This design comes from an exercise in tuning for a short achievable clock period and few clock cycles on the open sky130 flow, not from production work. In this exercise RTL edits were held to simulation tests only and were not proved equivalent to the original. Power figures rest on the tool's default switching activity, not on a simulated workload.

==> flow/design.v <==
module isp_result_encoder (
    input  wire       c_inv,
    input  wire       c_tmo,
    input  wire       c_flt,
    output reg  [1:0] result
);
    localparam [1:0] R_SUCCESS = 2'd0,
                     R_TIMEOUT = 2'd1,
                     R_HWFAULT = 2'd2,
                     R_INVALID = 2'd3;
    always @(*) begin
        if (c_inv)
            result = R_INVALID;
        else if (c_tmo)
            result = R_TIMEOUT;
        else if (c_flt)
            result = R_HWFAULT;
        else
            result = R_SUCCESS;
    end
endmodule
module isp_flash_programmer (
    input  wire        clk,
    input  wire        rst,           
    input  wire        req_valid,
    output wire        req_ready,
    input  wire [2:0]  req_op,
    input  wire [31:0] req_addr,
    input  wire [31:0] req_arg,
    output wire        rsp_valid,
    input  wire        rsp_ready,
    output wire [1:0]  rsp_result,
    output wire [31:0] rsp_rdata,
    output wire [1:0]  rsp_verdict,
    output wire        busy,
    output wire        bus_en,
    output wire        bus_we,
    output wire [2:0]  bus_reg,
    output wire [31:0] bus_wdata,
    input  wire [31:0] bus_rdata
);
    localparam [2:0]      N_MAX                = 3'd4;
    localparam [31:0]     GO_VALUE             = 32'h0000_0001;
    localparam [31:0]     C_PAGE_ERASE         = 32'h0000_0022;
    localparam [31:0]     C_PAGE_ERASE_SPECIAL = 32'h0000_0022;
    localparam [31:0]     C_READ               = 32'h0000_0000;
    localparam [31:0]     C_PROGRAM            = 32'h0000_0021;
    localparam [31:0]     C_RUN_CKSUM          = 32'h0000_002D;
    localparam [31:0]     C_READ_CKSUM         = 32'h0000_000D;
    localparam [31:0]     C_RUN_ALL1           = 32'h0000_0028;
    localparam [31:0]     C_READ_ALL1          = 32'h0000_0008;
    localparam [31:0]     SPECIAL_ERASE_ADDR   = 32'h0020_0000;
    localparam [31:0]     ERASE_UNLOCK_KEY     = 32'h0055_AA03;
    localparam [31:0]     ALL1_YES             = 32'hA11F_FFFF;
    localparam [31:0]     ALL1_NO              = 32'hA110_0000;
    localparam [31:0]     SENTINEL             = 32'hFFFF_FFFF;
    localparam            BUSY_BIT             = 0;    
    localparam            FAIL_BIT             = 6;    
    localparam [2:0] OP_ERASE   = 3'd0,
                     OP_READ    = 3'd1,
                     OP_PROGRAM = 3'd2,
                     OP_CKSUM   = 3'd3,
                     OP_VERIFY  = 3'd4;
    localparam [2:0] REG_CMD     = 3'd0,
                     REG_ADDR    = 3'd1,
                     REG_DATA    = 3'd2,
                     REG_TRIG    = 3'd3,
                     REG_STATUS  = 3'd4,
                     REG_FAILCTL = 3'd5;
    localparam [1:0] V_NONE       = 2'd0,
                     V_ALLONES    = 2'd1,
                     V_NOTALLONES = 2'd2;
    localparam [3:0] S_IDLE  = 4'd0,
                     S_WCMD  = 4'd1,
                     S_WADDR = 4'd2,
                     S_WDATA = 4'd3,
                     S_TRIG  = 4'd4,
                     S_POLL  = 4'd5,
                     S_RFAIL = 4'd6,    
                     S_CFAIL = 4'd7,    
                     S_RDATA = 4'd8,    
                     S_VDATA = 4'd9,    
                     S_RESP  = 4'd10;   
    reg [3:0]  st;
    reg [2:0]  op;
    reg [31:0] addr;
    reg [31:0] arg;
    reg        phase;
    reg [2:0]  cnt;
    reg        idle_r;      
    reg        fast_r;      
    reg        en_r;        
    reg        we_r;
    reg [2:0]  reg_r;
    reg [31:0] wdata_r;
    reg        v_r;         
    reg        rdsel_r;     
    reg [31:0] rdata_r;
    reg [1:0]  res_r;
    reg [1:0]  verdict_r;
    function arg_ok_f(input [2:0] o, input [31:0] a, input [31:0] g);
        case (o)
            OP_ERASE:   arg_ok_f = (a[8:0] == 9'd0);
            OP_READ:    arg_ok_f = (a[1:0] == 2'd0);
            OP_PROGRAM: arg_ok_f = (a[1:0] == 2'd0);
            OP_CKSUM:   arg_ok_f = (a[8:0] == 9'd0) && (g[8:0] == 9'd0);
            OP_VERIFY:  arg_ok_f = (a[8:0] == 9'd0) && (g[8:0] == 9'd0);
            default:    arg_ok_f = 1'b0;
        endcase
    endfunction
    function [31:0] sub_code_f(input [2:0] o, input ph, input special);
        case (o)
            OP_ERASE:   sub_code_f = special ? C_PAGE_ERASE_SPECIAL : C_PAGE_ERASE;
            OP_READ:    sub_code_f = C_READ;
            OP_PROGRAM: sub_code_f = C_PROGRAM;
            OP_CKSUM:   sub_code_f = ph ? C_READ_CKSUM : C_RUN_CKSUM;
            OP_VERIFY:  sub_code_f = ph ? C_READ_ALL1 : C_RUN_ALL1;
            default:    sub_code_f = 32'd0;
        endcase
    endfunction
    wire is_special  = (addr == SPECIAL_ERASE_ADDR);
    wire req_special = (req_addr == SPECIAL_ERASE_ADDR);
    reg has_data;
    always @(*) begin
        case (op)
            OP_ERASE:   has_data = is_special;
            OP_PROGRAM: has_data = 1'b1;
            OP_CKSUM:   has_data = ~phase;
            OP_VERIFY:  has_data = ~phase;
            default:    has_data = 1'b0;
        endcase
    end
    wire [31:0] data_val    = (op == OP_ERASE) ? ERASE_UNLOCK_KEY : arg;
    wire        verify_read = (op == OP_VERIFY) && phase;
    wire        rd_busy     = bus_rdata[BUSY_BIT];
    wire        rd_fail     = bus_rdata[FAIL_BIT];
    wire        rd_yes      = (bus_rdata == ALL1_YES);
    wire        rd_no       = (bus_rdata == ALL1_NO);
    wire        cnt_last    = (cnt == 3'd1);
    wire        accept      = idle_r & req_valid;
    wire        req_ok      = arg_ok_f(req_op, req_addr, req_arg);
    assign req_ready   = idle_r;
    assign busy        = ~idle_r;
    assign bus_en      = ~rst & (en_r | (fast_r & req_valid));
    assign bus_we      = we_r;
    assign bus_reg     = reg_r;
    assign bus_wdata   = wdata_r;
    assign rsp_valid   = v_r;
    assign rsp_rdata   = rdsel_r ? bus_rdata : rdata_r;
    assign rsp_verdict = verdict_r;
    assign rsp_result  = res_r;
    wire consume = rsp_valid & rsp_ready;
    reg [3:0]  nst;
    reg        phase_n;
    reg [2:0]  cnt_n;
    reg        c_inv_n, c_tmo_n, c_flt_n;    
    reg        set_verdict;
    reg [1:0]  verdict_n;
    always @(*) begin
        nst         = st;
        phase_n     = phase;
        cnt_n       = cnt;
        c_inv_n     = 1'b0;
        c_tmo_n     = 1'b0;
        c_flt_n     = 1'b0;
        set_verdict = 1'b0;
        verdict_n   = V_NONE;
        case (st)
            S_IDLE: begin
                if (req_valid) begin
                    phase_n = 1'b0;
                    if (!req_ok) begin
                        c_inv_n = 1'b1;
                        nst     = S_RESP;
                    end else if (fast_r) begin
                        nst = S_WADDR;       
                    end else begin
                        nst = S_WCMD;
                    end
                end
            end
            S_WCMD:  nst = S_WADDR;
            S_WADDR: nst = has_data ? S_WDATA : S_TRIG;
            S_WDATA: nst = S_TRIG;
            S_TRIG: begin
                if (!verify_read)
                    cnt_n = N_MAX;
                nst = S_POLL;
            end
            S_POLL: begin
                if (!rd_busy) begin
                    case (op)
                        OP_ERASE, OP_PROGRAM: nst = S_RFAIL;
                        OP_READ:              nst = S_RDATA;
                        OP_CKSUM: begin
                            if (phase) begin
                                nst = S_RDATA;
                            end else begin
                                phase_n = 1'b1;
                                nst     = S_WCMD;
                            end
                        end
                        default: begin  
                            if (phase) begin
                                nst = S_VDATA;
                            end else begin
                                phase_n = 1'b1;
                                cnt_n   = N_MAX;
                                nst     = S_WCMD;
                            end
                        end
                    endcase
                end else if (cnt_last) begin
                    if (verify_read) c_flt_n = 1'b1;
                    else             c_tmo_n = 1'b1;
                    nst = S_RESP;
                end else begin
                    cnt_n = cnt - 1'b1;
                end
            end
            S_RFAIL: begin
                if (rd_fail) begin
                    c_flt_n = 1'b1;
                    nst     = S_CFAIL;
                end else begin
                    nst = S_RESP;
                end
            end
            S_CFAIL: nst = rsp_ready ? S_IDLE : S_RESP;
            S_RDATA: nst = rsp_ready ? S_IDLE : S_RESP;
            S_VDATA: begin
                if (rd_yes) begin
                    set_verdict = 1'b1;
                    verdict_n   = V_ALLONES;
                    nst         = S_RESP;
                end else if (rd_no) begin
                    set_verdict = 1'b1;
                    verdict_n   = V_NOTALLONES;
                    nst         = S_RESP;
                end else if (cnt_last) begin
                    c_flt_n = 1'b1;
                    nst     = S_RESP;
                end else begin
                    cnt_n = cnt - 1'b1;
                    nst   = S_WCMD;
                end
            end
            S_RESP: if (rsp_ready) nst = S_IDLE;
            default: nst = S_IDLE;
        endcase
        if (rst)
            nst = S_IDLE;
    end
    wire [1:0] res_n;
    isp_result_encoder u_enc (
        .c_inv  (c_inv_n),
        .c_tmo  (c_tmo_n),
        .c_flt  (c_flt_n),
        .result (res_n)
    );
    wire [2:0] op_n = accept ? req_op : op;
    always @(posedge clk) begin
        st      <= nst;
        phase   <= phase_n;
        cnt     <= cnt_n;
        if (accept && !rst) begin
            op        <= req_op;
            addr      <= req_addr;
            arg       <= req_arg;
            rdata_r   <= SENTINEL;
            verdict_r <= V_NONE;
        end
        if (st == S_RDATA)
            rdata_r <= bus_rdata;
        if (set_verdict)
            verdict_r <= verdict_n;
        idle_r  <= (nst == S_IDLE);
        fast_r  <= (nst == S_IDLE) & ~rst & req_valid & ~accept & req_ok;
        en_r    <= (nst != S_IDLE) && (nst != S_RESP);
        v_r     <= (nst == S_RESP) || (nst == S_CFAIL) || (nst == S_RDATA);
        rdsel_r <= (nst == S_RDATA);
        if (!v_r)
            res_r <= res_n;
        case (nst)
            S_WCMD:  begin we_r <= 1'b1; reg_r <= REG_CMD;
                           wdata_r <= accept ? sub_code_f(req_op, 1'b0, req_special)
                                             : sub_code_f(op, phase_n, is_special); end
            S_WADDR: begin we_r <= 1'b1; reg_r <= REG_ADDR;    wdata_r <= accept ? req_addr : addr; end
            S_WDATA: begin we_r <= 1'b1; reg_r <= REG_DATA;    wdata_r <= data_val; end
            S_TRIG:  begin we_r <= 1'b1; reg_r <= REG_TRIG;    wdata_r <= GO_VALUE; end
            S_POLL:  begin we_r <= 1'b0; reg_r <= REG_STATUS;  end
            S_RFAIL: begin we_r <= 1'b0; reg_r <= REG_FAILCTL; end
            S_CFAIL: begin we_r <= 1'b1; reg_r <= REG_FAILCTL; wdata_r <= bus_rdata; end
            S_RDATA, S_VDATA:
                     begin we_r <= 1'b0; reg_r <= REG_DATA;    end
            default: begin  
                           we_r <= 1'b1; reg_r <= REG_CMD;
                           wdata_r <= sub_code_f(req_op, 1'b0, req_special); end
        endcase
    end
endmodule
==> flow/run.sh <==
#!/bin/bash
# synth_recipe.tcl (not shown) runs the flow's synth.tcl, then flattens the netlist and writes it again
# the make line also repeats each setting of config.mk as NAME=value (left out here)
make -C /OpenROAD-flow-scripts/flow DESIGN_CONFIG=/design/flow/config.mk WORK_HOME=/design/flow/orfs CLKGATE_MAP_FILE= SYNTH_SCRIPT=/design/flow/synth_recipe.tcl finish
==> flow/config.mk <==
export PLATFORM = sky130hd
export DESIGN_NAME = isp_flash_programmer
export DESIGN_NICKNAME = isp_flash_programmer
export VERILOG_FILES = /design/flow/design.v
export SDC_FILE = /design/flow/constraint.sdc
export NUM_CORES = 4
export LEC_CHECK = 0
export ABC_CLOCK_PERIOD_IN_PS = 2500
export CAP_MARGIN = 20
export CORE_MARGIN = 2
export CORE_UTILIZATION = 40
export SETUP_SLACK_MARGIN = 2.5
export SLEW_MARGIN = 20
==> flow/constraint.sdc <==
create_clock -name core_clock -period 5.0 [get_ports {clk}]
set_input_delay 1.0000 -clock core_clock [delete_from_list [all_inputs] [get_ports {clk}]]
set_output_delay 1.0000 -clock core_clock [all_outputs]
set_load 0.01 [all_outputs]
==> results of run 1 <==
worst reg2reg max path: stages, from the launching register on:
cell       delay, ns
edfxtp_1        0.56
or3_1           0.43
a21boi_1        0.14
o311a_1         0.38
o32ai_4         0.24
nand2_2         0.24
inv_2           0.21
nand2_4         0.07
a21oi_4         0.15
o21ai_4         0.07
buf_12          0.19
clkbuf_16       0.16
area by class of cell:
cell class	instances	area [µm²]	share of cell area, %
Sequential cell	152	4430	38.8
Multi-Input combinational cell	401	3490	30.5
Timing Repair Buffer	242	2640	23.1
Clock buffer	17	425	3.72
Tap cell	229	287	2.51
Clock inverter	15	119	1.04
Inverter	9	33.8	0.296
Antenna cell	1	2.50	0.0219
where the power goes:
group	total (µW)	switching, µW	internal, µW	leakage (µW)
combinational	2900	1440	1460	0.00243
clock	1200	553	643	0.000256
sequential	1870	143	1730	0.00140
total	5970	2140	3840	0.00409
kinds of logic (layout without fill, tap and decap cells):
group | count (synthesis) | after routing | share of synthesized area, %
xor+xnor | 3 | 3 | 0.361
flops | 152 | 152 | 60.7
buf+inv | 44 | 283 | 2.82
simple gates | 228 | 231 | 16.4
fa+ha+maj | 2 | 2 | 0.343
other cells | 0 | 1 | 0
compound gates | 117 | 117 | 12.2
mux | 48 | 48 | 7.16
repair_timing:
| item | 4_1_cts | 5_1_grt |
|---|---|---|
| resized for setup | 543 | 54 |
| endpoints found under the setup margin | 193 | 99 |
| cloned | 6 | 6 |
| buffers inserted | 25 | 18 |
| pin swaps | 30 | 28 |
sequential cells by signal (all words and copies together) (netlist names):
signal / cells
fast_r: 1
we_r: 1
v_r: 1
addr: 32
cnt: 3
op: 3
st: 4
rdsel_r: 1
arg: 32
verdict_r: 2
res_r: 2
reg_r: 3
rdata_r: 32
en_r: 1
idle_r: 1
phase: 1
wdata_r: 32
how the worst max path moves through the flow:
stage	end	slack, ns	cells after the start
3_5_place_dp	wdata_r[19]	0.48	10
2_1_floorplan	wdata_r[0]	1.58	8
5_1_grt	wdata_r[0]	1.67	11
6_report	wdata_r[0]	1.72	11
3_3_place_gp	wdata_r[19]	0.45	10
4_1_cts	wdata_r[0]	1.86	11
metrics by stage:
| step | hold WS (ns) | total power (µW) | instance area, µm² | cells | util, % |
|---|---|---|---|---|---|
| 6_report | 0.525 | 5970 | 11400 | 1066 | 63.8 |
| 5_1_grt | 0.553 | 6200 | 11400 | 1066 | 63.8 |
| 4_1_cts | 0.529 | 5540 | 10900 | 1041 | 61.0 |
| 3_5_place_dp | 0.503 | 3780 | 9460 | 978 | 52.8 |
| 3_3_place_gp | 0.485 | 3780 | 9460 | 978 | 52.8 |
| 2_1_floorplan | 0.503 | 3010 | 7510 | 594 | - |
synthesized netlist by cell type, drive strengths merged (3+ instances only):
cell type / number / share of area, %
inv: 9 / 0.46
nand2b: 38 / 3.3
or3: 7 / 0.60
mux2i: 15 / 2.1
and3: 4 / 0.34
a31oi: 4 / 0.34
nor4b: 3 / 0.57
o21ai: 13 / 0.94
nor2: 35 / 1.8
mux2: 33 / 5.1
a21o: 3 / 0.31
a21oi: 33 / 2.3
edfxtp: 138 / 57
dfxtp: 14 / 3.8
o32ai: 3 / 0.62
a2bb2oi: 4 / 0.48
nor3: 13 / 1.0
and2: 4 / 0.34
nor2b: 7 / 0.60
o221ai: 9 / 1.1
o211ai: 5 / 0.52
nand2: 67 / 3.5
nor4: 19 / 1.6
buf: 16 / 1.4
clkbuf: 19 / 0.98
a221o: 19 / 2.6
o2111ai: 3 / 0.36
nand3: 13 / 0.89
nand4: 10 / 0.86
layout by cell type, fill, tap and decap left out, types with 13 or more instances in the layout:
cell             instances
nand2b_1                38
edfxtp_1               138
nor2_1                  28
nand2_1                 62
a21oi_2                 13
buf_4                   34
clkbuf_16               22
mux2i_1                 15
buf_6                   74
a221o_1                 19
mux2_4                  32
clkdlybuf4s50_1         90
per-layer routing:
layer | up-vias | wire, µm | global-route usage, %
met5 | - | 0 | 0
met4 | 0 | 405 | 7.34
met3 | 24 | 1680 | 4.87
met2 | 274 | 11700 | 37.2
met1 | 3081 | 11600 | 37.3
li1 | 2763 | - | -
==> flow_metrics.py, run 1 <==
metrics = {
    "sta": {
        "report.final.hold_viol_count": 0,
        "finalSetupTns_ns": 0,
        "final_max_slew_viol_count": 0,
        "slew_headroom_pct": 50.9,
        "maxClockFrequency_ghz": 0.305,
        "setup_viol": 0,
        "setup_ws_ns": 1.72,
        "worstMarginPinSlew_ns": 0.737,
        "rsz0062_at_grt": "yes",
        "period_share_pct": 65.5,
        "skew_ns": 0.0124,
        "period_needed_ns": 3.28,
    },
    "run_status": {
        "status": "finished clean",
    },
    "critical_path": {
        "critPathMaxFanout": 8,
        "path_delay_family": "compound AO/OA/AOI/OAI gates",
        "path_cells": "buf_6 > nor4_4 > a31oi_4 > or3_4 > o31a_1 > o211a_4 > nand4_1 > buf_6 > buf_12 > o2bb2ai_4 > a221o_1",
        "crit_path_end_kind": "register",
        "crit_type": "in -> reg",
        "worstPathArrival_ns": 3.44,
        "critPathSlowestCell": "or3_4",
        "r2r-end": "wdata_r[7]",
        "setup.worst_path.start": "req_arg[4]",
        "reg2regPathDepth": 11,
        "r2r_slack_ns": 1.93,
        "cpPeakStageDelay_ns": 0.43,
        "cp.required_ns": 5.17,
        "worst-path-buf-inv": 3,
        "start_kind": "input port",
        "crit_top_cell": "buf_6",
        "r2r-start": "op[2]",
    },
    "placed_design": {
        "port_buffers": 178,
        "place_ws_ns": 0.483,
        "gp_congestion": 0.908,
        "dp_hpwl_um": 16900,
    },
    "clock_network": {
        "path_clk_slew_ns": 0.06,
        "cts.root.buffer_cell": "clkbuf_16",
        "clock_path_buffers": 2,
        "cts_hold_buf": 0,
        "cts.sinks": 152,
        "ctsHtreeMaxLevel": 4,
        "cts_tree": "built",
        "clock_latency_ns": 0.43,
        "numCtsBuffers": 17,
    },
    "worst_hold_path": {
        "holdCritStartpoint": "v_r",
        "whs_endpoint": "res_r[1]",
        "hold_depth": 1,
        "hold_path.class": "reg -> reg",
    },
    "run": {
        "maxCapViolCount": 0,
    },
    "power": {
        "irDropWorstVdd_uv": 277,
        "leakagePower_uw": 0.00409,
        "power_density_nw_per_um2": 523,
    },
    "die": {
        "io_pins": 179,
        "die_x_um": 139,
        "die_y_um": 139,
        "coreArea_um2": 17900,
        "placementRows": 49,
        "initial_core_util_pct": 40.7,
        "die_area_um2": 19300,
    },
    "logic_synthesis": {
        "synthArstFlopShare_pct": 0,
        "syn_area_um2": 7290,
        "seq_area_frac_synth_pct": 60.7,
        "synth_edf_count": 138,
        "synthFlopType": "edfxtp_1",
        "synthCells": 594,
        "synthDistinctLibCells": 64,
        "syn_avg_cell_area_um2": 12.3,
        "synth-seq-cells": 152,
        "yosys_warnings": 2,
        "synth.net_count": 699,
    },
    "global_routing": {
        "grtUsageTotal_pct": 25.0,
        "grt_pass1_vias": 5932,
        "antenna_found_initial": 1,
        "grt-ovfl-total": 0,
        "grt_pass1_wl_um": 36600,
        "grt_max_degree": 44,
    },
    "routing": {
        "drt_iter0_markers": 477,
        "routed_wl_um": 25300,
        "vias": 6142,
        "wl_per_cell_um": 23.8,
        "drc": 0,
        "vias_per_cell": 5.76,
        "first_pass_iters": 5,
        "postRouteAntennaNets": 0,
    },
    "finish": {
        "fin_nets": 928,
        "layout-drive-gt1-share_pct": 36.7,
        "num-fill-cells": 1362,
        "synthToLayoutAreaGrowth_pct": 56.7,
    },
}
Testbench counts, summed over its fixed seeds: cycles 19,317.
==> run 2, diff against run 1 <==
--- a/flow/config.mk
+++ b/flow/config.mk
@@ -5,9 +5,9 @@
 export SDC_FILE = /design/flow/constraint.sdc
 export NUM_CORES = 4
 export LEC_CHECK = 0
-export ABC_CLOCK_PERIOD_IN_PS = 2500
+export ABC_CLOCK_PERIOD_IN_PS = 1800
 export CAP_MARGIN = 20
 export CORE_MARGIN = 2
 export CORE_UTILIZATION = 40
-export SETUP_SLACK_MARGIN = 2.5
+export SETUP_SLACK_MARGIN = 3.2
 export SLEW_MARGIN = 20
==> run 2 against run 1 <==
First-iteration DRC count is 24% higher. Critical path type unchanged. Sequential cell count did not move. Design area increased by 6.1%. Area after synthesis did not move. Cell count increased by 4.6%. Still clean on timing, DRC and antenna. Clock power up 8%.
==> flow_metrics.py, run 2 <==
metrics = {
    "finish": {
        "layout_commonest_cell": "edfxtp_1",
        "synthToLayoutAreaGrowth_pct": 66.2,
        "final_cell_mix": "edfxtp_1 (138), buf_4 (64), nand2_1 (61)",
        "fin_nets": 978,
        "layout-drive-gt1-share_pct": 47.5,
        "diodes": 0,
        "instances_no_fill": 1115,
        "num-fill-cells": 1283,
    },
    "logic_synthesis": {
        "syn_area_um2": 7290,
        "syn_avg_cell_area_um2": 12.3,
        "synth_edf_count": 138,
        "seq_area_frac_synth_pct": 60.7,
        "synthDistinctLibCells": 64,
        "synthCells": 594,
        "yosysTopAreaCell": "edfxtp_1",
        "synthArstFlopShare_pct": 0,
        "yosys_warnings": 2,
        "ys_top_cells_by_count": "edfxtp_1 (138), nand2_1 (67), nand2b_1 (38), nor2_1 (34), mux2_2 (33)",
        "synth-seq-cells": 152,
        "yosysMostFrequentCell": "edfxtp_1",
        "synth.net_count": 699,
        "synth_area_leaders": "edfxtp_1 (57%), mux2_2 (5.1%), dfxtp_1 (3.8%)",
        "synth_top_area_share_pct": 56.9,
        "synthFlopType": "edfxtp_1",
    },
    "sta": {
        "final_max_slew_viol_count": 0,
        "holdWs_ns": 0.522,
        "setup_ws_ns": 1.65,
        "slew_headroom_pct": 31.2,
        "period_needed_ns": 3.35,
        "maxClockFrequency_ghz": 0.298,
        "period_share_pct": 67.1,
        "setup_viol": 0,
        "finalSetupTns_ns": 0,
        "rsz0062_at_grt": "yes",
        "report.final.hold_viol_count": 0,
        "skew_ns": 0.0114,
        "worstMarginPinSlew_ns": 1.03,
    },
    "routing": {
        "first_pass_iters": 5,
        "drt_iter0_markers": 590,
        "vias": 6447,
        "maxUsedRoutingLayer": "met4",
        "vias_per_cell": 5.78,
        "postRouteAntennaNets": 0,
        "m1WireLength_um": 12000,
        "wl_met2_um": 12400,
        "drc": 0,
        "wl_per_cell_um": 23.9,
        "dr_wl_met3_um": 1720,
        "routed_wl_um": 26600,
    },
    "clock_network": {
        "cts.sinks": 152,
        "ctsHtreeMaxLevel": 4,
        "clock_path_buffers": 2,
        "path_clk_slew_ns": 0.07,
        "cts_hold_buf": 0,
        "numCtsBuffers": 17,
        "cts_tree": "built",
        "clock_latency_ns": 0.43,
        "cts.root.buffer_cell": "clkbuf_16",
    },
    "die": {
        "die_y_um": 139,
        "die_area_um2": 19300,
        "initial_core_util_pct": 40.7,
        "placementRows": 49,
        "io_pins": 179,
        "coreArea_um2": 17900,
        "die_x_um": 139,
    },
    "critical_path": {
        "crit_path_end_kind": "register",
        "r2r_slack_ns": 1.75,
        "cpPeakStageDelay_ns": 0.32,
        "crit_path_end": "wdata_r[28]",
        "r2r-end": "wdata_r[28]",
        "cp.required_ns": 5.21,
        "start_kind": "input port",
        "worstPathArrival_ns": 3.56,
        "crit_top_cell": "buf_12",
        "r2r-start": "op[2]",
        "reg2regPathDepth": 12,
        "path_cells": "clkdlybuf4s15_1 > nor3_4 > a31oi_4 > buf_6 > or3_4 > o31a_1 > o211ai_1 > nand2_1 > a21oi_2 > o21ai_4 > buf_12 > buf_12 > clkbuf_16",
        "critPathSlowestCell": "or3_4",
        "crit_type": "in -> reg",
        "critPathMaxFanout": 4,
        "setup.worst_path.start": "req_arg[1]",
    },
    "run": {
        "maxCapViolCount": 0,
    },
    "global_routing": {
        "grt_max_degree": 67,
        "grt-ovfl-total": 0,
        "grt_pass1_vias": 6145,
        "antenna_found_initial": 0,
        "grt_pass1_wl_um": 38200,
        "grtUsageTotal_pct": 26.4,
    },
    "placed_design": {
        "place_ws_ns": 0.527,
        "dp_hpwl_um": 16400,
        "port_buffers": 178,
        "gp_congestion": 0.869,
        "dpl.cell_count": 978,
    },
    "power": {
        "power_density_nw_per_um2": 517,
        "leakagePower_uw": 0.00459,
        "irDropWorstVdd_uv": 290,
    },
    "worst_hold_path": {
        "hold_path.class": "reg -> reg",
    },
    "run_status": {
        "status": "finished clean",
    },
}
-- run 2: cell counts after synthesis --
Identical to the previous run, type by type.
-- run 2: cell type report --
cell class                 count  area, µm²  area share (%)
multi-input combinational    404       3690            30.5
clock buffer                  17        425            3.51
timing repair buffer         289       3080            25.4
tap                          229        287            2.36
inverter                       9       36.3           0.299
clock inverter                15        156            1.29
sequential                   152       4440            36.6
-- run 2: how the worst min path moves through the flow --
stage               cells past startpoint  slack [ns]        to   from
global route                            1        0.55  res_r[0]    v_r
CTS                                     1        0.52  res_r[0]    v_r
floorplan                               1        0.50     phase  phase
finish                                  1        0.52  res_r[0]    v_r
detailed placement                      1        0.49  res_r[0]    v_r
global placement                        1        0.48  res_r[0]    v_r
-- run 2: through the flow --
stage | total power, µW | instance area [µm²] | util (%)
finish | 6260 | 12100 | 67.7
global route | 6500 | 12100 | 67.7
CTS | 5900 | 11400 | 63.9
detailed placement | 3890 | 9660 | 53.9
global placement | 3870 | 9630 | 53.8
floorplan | 3100 | 7710 | -
-- run 2: worst max-delay path: cells and delay by family --
family / cells / cell delay, ns
AOI/OAI and AO/OA: 5 / 1.00
buffers and inverters: 5 / 0.82
and+or+nand+nor: 3 / 0.73
-- run 2: layer usage --
metal	vias to the layer above	GRT usage (%)
li1	2868	-
met4	0	7.50
met2	306	40.0
met1	3234	38.7
met5	-	0
met3	39	5.39
-- run 2: repair_timing --
action,in CTS,in global routing
resized for setup,736,79
pin swaps,44,32
cloned,10,5
endpoints found under the setup margin,265,261
buffers inserted,61,29
-- run 2: logic make-up after synthesis --
kind of cell | share of synthesized area [%]
flops | 60.7
mux | 7.16
compound gates | 12.2
simple gates | 16.4
buf+inv | 2.82
xor+xnor | 0.361
fa+ha+maj | 0.343
-- run 2: report_power, final --
part / internal [µW] / switching [µW] / leakage [µW]
combinational: 1570 / 1540 / 0.00290
sequential: 1730 / 131 / 0.00141
clock: 708 / 581 / 0.000285

==> what the ideal ports hide <==
How much do the figures lean on ideal ports? The routed layouts below were timed once more, with nothing changed but the port constraints. Step 1 (the two cells are an assumption about what drives the block):
set clk [get_ports {clk}]
set_driving_cell -lib_cell sky130_fd_sc_hd__clkbuf_16 $clk
set_driving_cell -lib_cell sky130_fd_sc_hd__buf_2 [delete_from_list [all_inputs] $clk]
Step 2 also shifts input and output timing later by t, the mid clock arrival at the registers, as if the neighbouring blocks saw the same clock. a / b / c = no drivers / after step 1 / after step 2; a / b = the first two.
| run | t (ns) | setup WS [ns] | worst setup path at the end | worst register clock-pin slew, ns |
|---|---|---|---|---|
| run 1 | 0.469 | 1.723 / 1.735 / 1.266 | input to register | 0.07 / 0.07 |
| run 2 | 0.476 | 1.645 / 1.658 / 1.182 | input to register | 0.07 / 0.07 |
After both steps every run listed still meets setup and hold. For run 2, which loses most, drivers alone change the setup slack by +0.013 ns; drivers and shift together by -0.463 ns.
